What follows belongs to an exercise in optimizing a design on an open flow for small area; a production flow would make more cautious choices. Function was checked by simulation only, so behaviour that the tests miss may differ from the original. Power figures rest on the tool's default switching activity, not on a simulated workload.

## qcore
module qcore (
  input              clk,
  input              RESET,       
  input      [15:0]  CMD,
  input      [31:0]  DIN,
  input              CMD_VALID,
  output             READY,
  output reg [31:0]  DOUT,
  output             FAULT,
  output     [3:0]   ERRCODE,
  output reg [15:0]  ERRCMD,
  output     [127:0] MOUT
);
  function [15:0] sat16(input [17:0] x);
    if (!x[17] && x[16:15] != 2'b00)     sat16 = 16'h7FFF;
    else if (x[17] && x[16:15] != 2'b11) sat16 = 16'h8000;
    else                                 sat16 = x[15:0];
  endfunction
  function [31:0] gate_entry(input [2:0] g, input r, input c);
    case (g)
      3'd0: gate_entry = (r != c) ? 32'h7FFF0000 : 32'h00000000;
      3'd1: gate_entry = (r != c) ? 32'h00000000 : (r ? 32'h80000000 : 32'h7FFF0000);
      3'd2: gate_entry = (r & c) ? 32'hA57E0000 : 32'h5A820000;
      3'd5: gate_entry = (r == c) ? 32'h00000000 : (r ? 32'h00007FFF : 32'h00008000);
      3'd6: gate_entry = (r == c) ? 32'h40004000 : 32'h4000C000;
  ...
==> flow/config.mk <==
export PLATFORM = sky130hd
export DESIGN_NAME = qcore
export DESIGN_NICKNAME = qcore
export VERILOG_FILES = /design/flow/design.v
export SDC_FILE = /design/flow/constraint.sdc
export NUM_CORES = 4
export LEC_CHECK = 0
export ABC_AREA = 1
export CAP_MARGIN = 0
export CORE_MARGIN = 2
export CORE_UTILIZATION = 60
export SETUP_SLACK_MARGIN = 0.5
export SLEW_MARGIN = 0
==> flow/constraint.sdc <==
create_clock -name core_clock -period 19.0 [get_ports {clk}]
set_input_delay 3.8000 -clock core_clock [delete_from_list [all_inputs] [get_ports {clk}]]
set_output_delay 3.8000 -clock core_clock [all_outputs]
set_load 0.01 [all_outputs]
standard.sh (not shown) runs the stock make flow with config.mk's settings and CLKGATE_MAP_FILE= SYNTH_SCRIPT=/design/flow/synth_recipe.tcl, a recipe that flattens the netlist after the stock synthesis.
==> flow/flow/run.sh <==
#!/bin/bash
# The standard layout (standard.sh) with three changes to how the layout is made:
#  - ABC maps the logic with an area-oriented script (flow/abc_area.script, selected by
#    ABC_AREA=1) instead of one that buffers and upsizes; registers are untouched;
#  - the port buffers are the smallest buffer cell;
#  - the clock tree uses clkbuf_4 leaf clusters and no dummy loads.
set -euo pipefail
rm -rf ./scripts_local
cp -r "$FLOW_HOME/scripts" ./scripts_local
cp ./flow/abc_area.script ./scripts_local/abc_area.script
export SCRIPTS_DIR="$PWD/scripts_local"
export BUFFER_PORTS_ARGS="-buffer_cell sky130_fd_sc_hd__buf_1"
export CTS_ARGS="-sink_clustering_enable -repair_clock_nets -buf_list sky130_fd_sc_hd__clkbuf_4 -sink_clustering_size 8 -sink_clustering_max_diameter 40 -dont_use_dummy_load"
bash ./standard.sh > standard_flow.log 2>&1
==> flow/flow/abc_area.script <==
strash
dc2
dch -f
map -a
mfs2
strash
dc2
dch -f
map -a
mfs2
strash
dc2
dch -f
amap
topo
Change:
==> flow/run.sh (new file) <==
#!/bin/bash
# synth_recipe.tcl (not shown) runs the flow's synth.tcl, then flattens the netlist and writes it again
# the make line also repeats each setting of config.mk as NAME=value (left out here)
make -C /OpenROAD-flow-scripts/flow DESIGN_CONFIG=/design/flow/config.mk WORK_HOME=/design/flow/orfs CLKGATE_MAP_FILE= SYNTH_SCRIPT=/design/flow/synth_recipe.tcl finish
- CTS_BUF_LIST: unset -> sky130_fd_sc_hd__clkbuf_4
- CTS_CLUSTER_DIAMETER: unset -> 35
- CTS_CLUSTER_SIZE: unset -> 10
removed: flow/flow/run.sh
removed: flow/flow/abc_area.script
removed: flow/standard.sh
After rerunning: Register-to-register slack improves by 2.6 ns; via count grows by 9.5%; hold slack loses 0.0031 ns.
Change:
==> flow/flow/run.sh (new file) <==
#!/bin/bash
# The standard layout (standard.sh) with three changes to how the layout is made:
#  - ABC maps the logic with an area-oriented script (flow/abc_area.script, selected by
#    ABC_AREA=1) instead of one that buffers and upsizes; registers are untouched;
#  - the port buffers are the smallest buffer cell;
#  - the clock tree uses clkbuf_4 leaf clusters and no dummy loads.
set -euo pipefail
rm -rf ./scripts_local
cp -r "$FLOW_HOME/scripts" ./scripts_local
cp ./flow/abc_area.script ./scripts_local/abc_area.script
export SCRIPTS_DIR="$PWD/scripts_local"
export BUFFER_PORTS_ARGS="-buffer_cell sky130_fd_sc_hd__buf_1"
export CTS_ARGS="-sink_clustering_enable -repair_clock_nets -buf_list sky130_fd_sc_hd__clkbuf_4 -sink_clustering_size 10 -sink_clustering_max_diameter 35 -dont_use_dummy_load"
bash ./standard.sh > standard_flow.log 2>&1
==> flow/flow/abc_area.script (new file) <==
strash
dc2
dch -f
map -a
mfs2
strash
dc2
dch -f
map -a
mfs2
strash
dc2
dch -f
amap
topo
==> flow/standard.sh (new file) <==
#!/bin/bash
# synth_recipe.tcl (not shown) runs the flow's synth.tcl, then flattens the netlist and writes it again
# the make line also repeats each setting of config.mk as NAME=value (left out here)
make -C /OpenROAD-flow-scripts/flow DESIGN_CONFIG=/design/flow/config.mk WORK_HOME=/design/flow/orfs CLKGATE_MAP_FILE= SYNTH_SCRIPT=/design/flow/synth_recipe.tcl "${@:-finish}"
- CTS_BUF_LIST: sky130_fd_sc_hd__clkbuf_4 -> unset
- CTS_CLUSTER_DIAMETER: 35 -> unset
- CTS_CLUSTER_SIZE: 10 -> unset
removed: flow/run.sh
Result: The new run finished clean; via count went down by 9.5%; design area drops by 9.8%; core utilization drops by 3.3 points; sequential power drops by 8.6%; cell count falls by 14%; clock power goes down by 29%; die area is lower by 5.5%; global-route usage fell by 0.58 points; setup slack loses 2.6 ns; count of clock-buffer cells in the layout fell by 38.
Change:
==> flow/flow/abc_area.script (replaced) <==
strash
&get -n
&deepsyn -T 60
&put
dch -f
amap
topo
After rerunning: The changed run produced a clean layout. Total power shrinks by 7.7%. Cell count went down by 5.5%. Via count went down by 7.9%. Combinational power drops by 45%. Critical path depth shrinks by 2.

qcore again, from the RTL that the note above started with.
==> flow/design.v (excerpt) <==
module qcore (
  input              clk,
  input              RESET,       
  input      [15:0]  CMD,
  input      [31:0]  DIN,
  input              CMD_VALID,
  output             READY,
  output reg [31:0]  DOUT,
  output             FAULT,
  output     [3:0]   ERRCODE,
  output reg [15:0]  ERRCMD,
  output     [127:0] MOUT
);
==> flow/config.mk <==
export PLATFORM = sky130hd
export DESIGN_NAME = qcore
export DESIGN_NICKNAME = qcore
export VERILOG_FILES = /design/flow/design.v
export SDC_FILE = /design/flow/constraint.sdc
export NUM_CORES = 4
export LEC_CHECK = 0
export ABC_AREA = 1
export CAP_MARGIN = 0
export CORE_MARGIN = 2
export CORE_UTILIZATION = 60
export SETUP_SLACK_MARGIN = 0.5
export SLEW_MARGIN = 0
==> flow/constraint.sdc <==
create_clock -name core_clock -period 19.0 [get_ports {clk}]
set_input_delay 3.8000 -clock core_clock [delete_from_list [all_inputs] [get_ports {clk}]]
set_output_delay 3.8000 -clock core_clock [all_outputs]
set_load 0.01 [all_outputs]
==> flow/flow/run.sh <==
#!/bin/bash
# The standard layout (standard.sh) with three changes to how the layout is made:
#  - ABC maps the logic with an area-oriented script (flow/abc_area.script, selected by
#    ABC_AREA=1) instead of one that buffers and upsizes; registers are untouched;
#  - the port buffers are the smallest buffer cell;
#  - the clock tree uses clkbuf_4 leaf clusters and no dummy loads.
set -euo pipefail
rm -rf ./scripts_local
cp -r "$FLOW_HOME/scripts" ./scripts_local
cp ./flow/abc_area.script ./scripts_local/abc_area.script
export SCRIPTS_DIR="$PWD/scripts_local"
export BUFFER_PORTS_ARGS="-buffer_cell sky130_fd_sc_hd__buf_1"
export CTS_ARGS="-sink_clustering_enable -buf_list sky130_fd_sc_hd__clkbuf_4 -sink_clustering_size 10 -sink_clustering_max_diameter 35 -dont_use_dummy_load"
bash ./standard.sh > standard_flow.log 2>&1
==> flow/flow/abc_area.script <==
strash
&get -n
&deepsyn -T 60
&put
dch -f
amap
topo
Change:
--- a/flow/flow/run.sh
+++ b/flow/flow/run.sh
@@ -12,3 +12,3 @@
 export BUFFER_PORTS_ARGS="-buffer_cell sky130_fd_sc_hd__buf_1"
-export CTS_ARGS="-sink_clustering_enable -buf_list sky130_fd_sc_hd__clkbuf_4 -sink_clustering_size 10 -sink_clustering_max_diameter 35 -dont_use_dummy_load"
+export CTS_ARGS="-sink_clustering_enable -repair_clock_nets -buf_list sky130_fd_sc_hd__clkbuf_4 -sink_clustering_size 12 -sink_clustering_max_diameter 30 -dont_use_dummy_load"
 bash ./standard.sh > standard_flow.log 2>&1
==> flow/flow/abc_area.script (replaced) <==
strash
dc2
dch -f
map -a
mfs2
strash
dc2
dch -f
map -a
mfs2
strash
dc2
dch -f
amap
topo
Design area went up by 3.0%. Fmax stays flat. Hold slack degrades by 0.056 ns. Critical path depth went up by 2. Via count went up by 11%. Total power went up by 6.6%.

==> static timing again, ports no longer ideal <==
The flow's constraints put no driver on any port. The routed layouts listed below were extracted and timed again, unchanged, in two steps.
Step 1: set_driving_cell puts a clkbuf_16 on clk and a buf_2 on each other input, an assumption about the parent block.
Step 2 times the ports against the registers' clock, not the clock port: input delays grow and output delays shrink by t, the midpoint of the rising clock arrivals with the driver on.
Slacks: no drivers / after step 1 / after step 2; pairs: no drivers / after step 1.
run | t (ns) | setup WS [ns] | worst hold slack (ns) | worst register clock-pin slew, ns
the first run of note 1 | 1.008 | 1.621 / 1.621 / 1.621 | 0.280 / 0.280 / 0.280 | 0.09 / 0.09
the second run of note 1 | 1.050 | 4.225 / 4.225 / 4.225 | 0.277 / 0.277 / 0.277 | 0.12 / 0.12
the third run of note 1 | 0.900 | 1.664 / 1.664 / 1.664 | 0.276 / 0.276 / 0.276 | 0.11 / 0.11
the fourth run of note 1 | 0.909 | 1.771 / 1.771 / 1.771 | 0.283 / 0.283 / 0.283 | 0.11 / 0.11
the first run of note 2 | 0.885 | 1.640 / 1.640 / 1.640 | 0.273 / 0.273 / 0.273 | 0.11 / 0.11
the second run of note 2 | 0.925 | 1.657 / 1.657 / 1.657 | 0.217 / 0.217 / 0.217 | 0.12 / 0.12
After both steps every run listed still meets setup and hold.
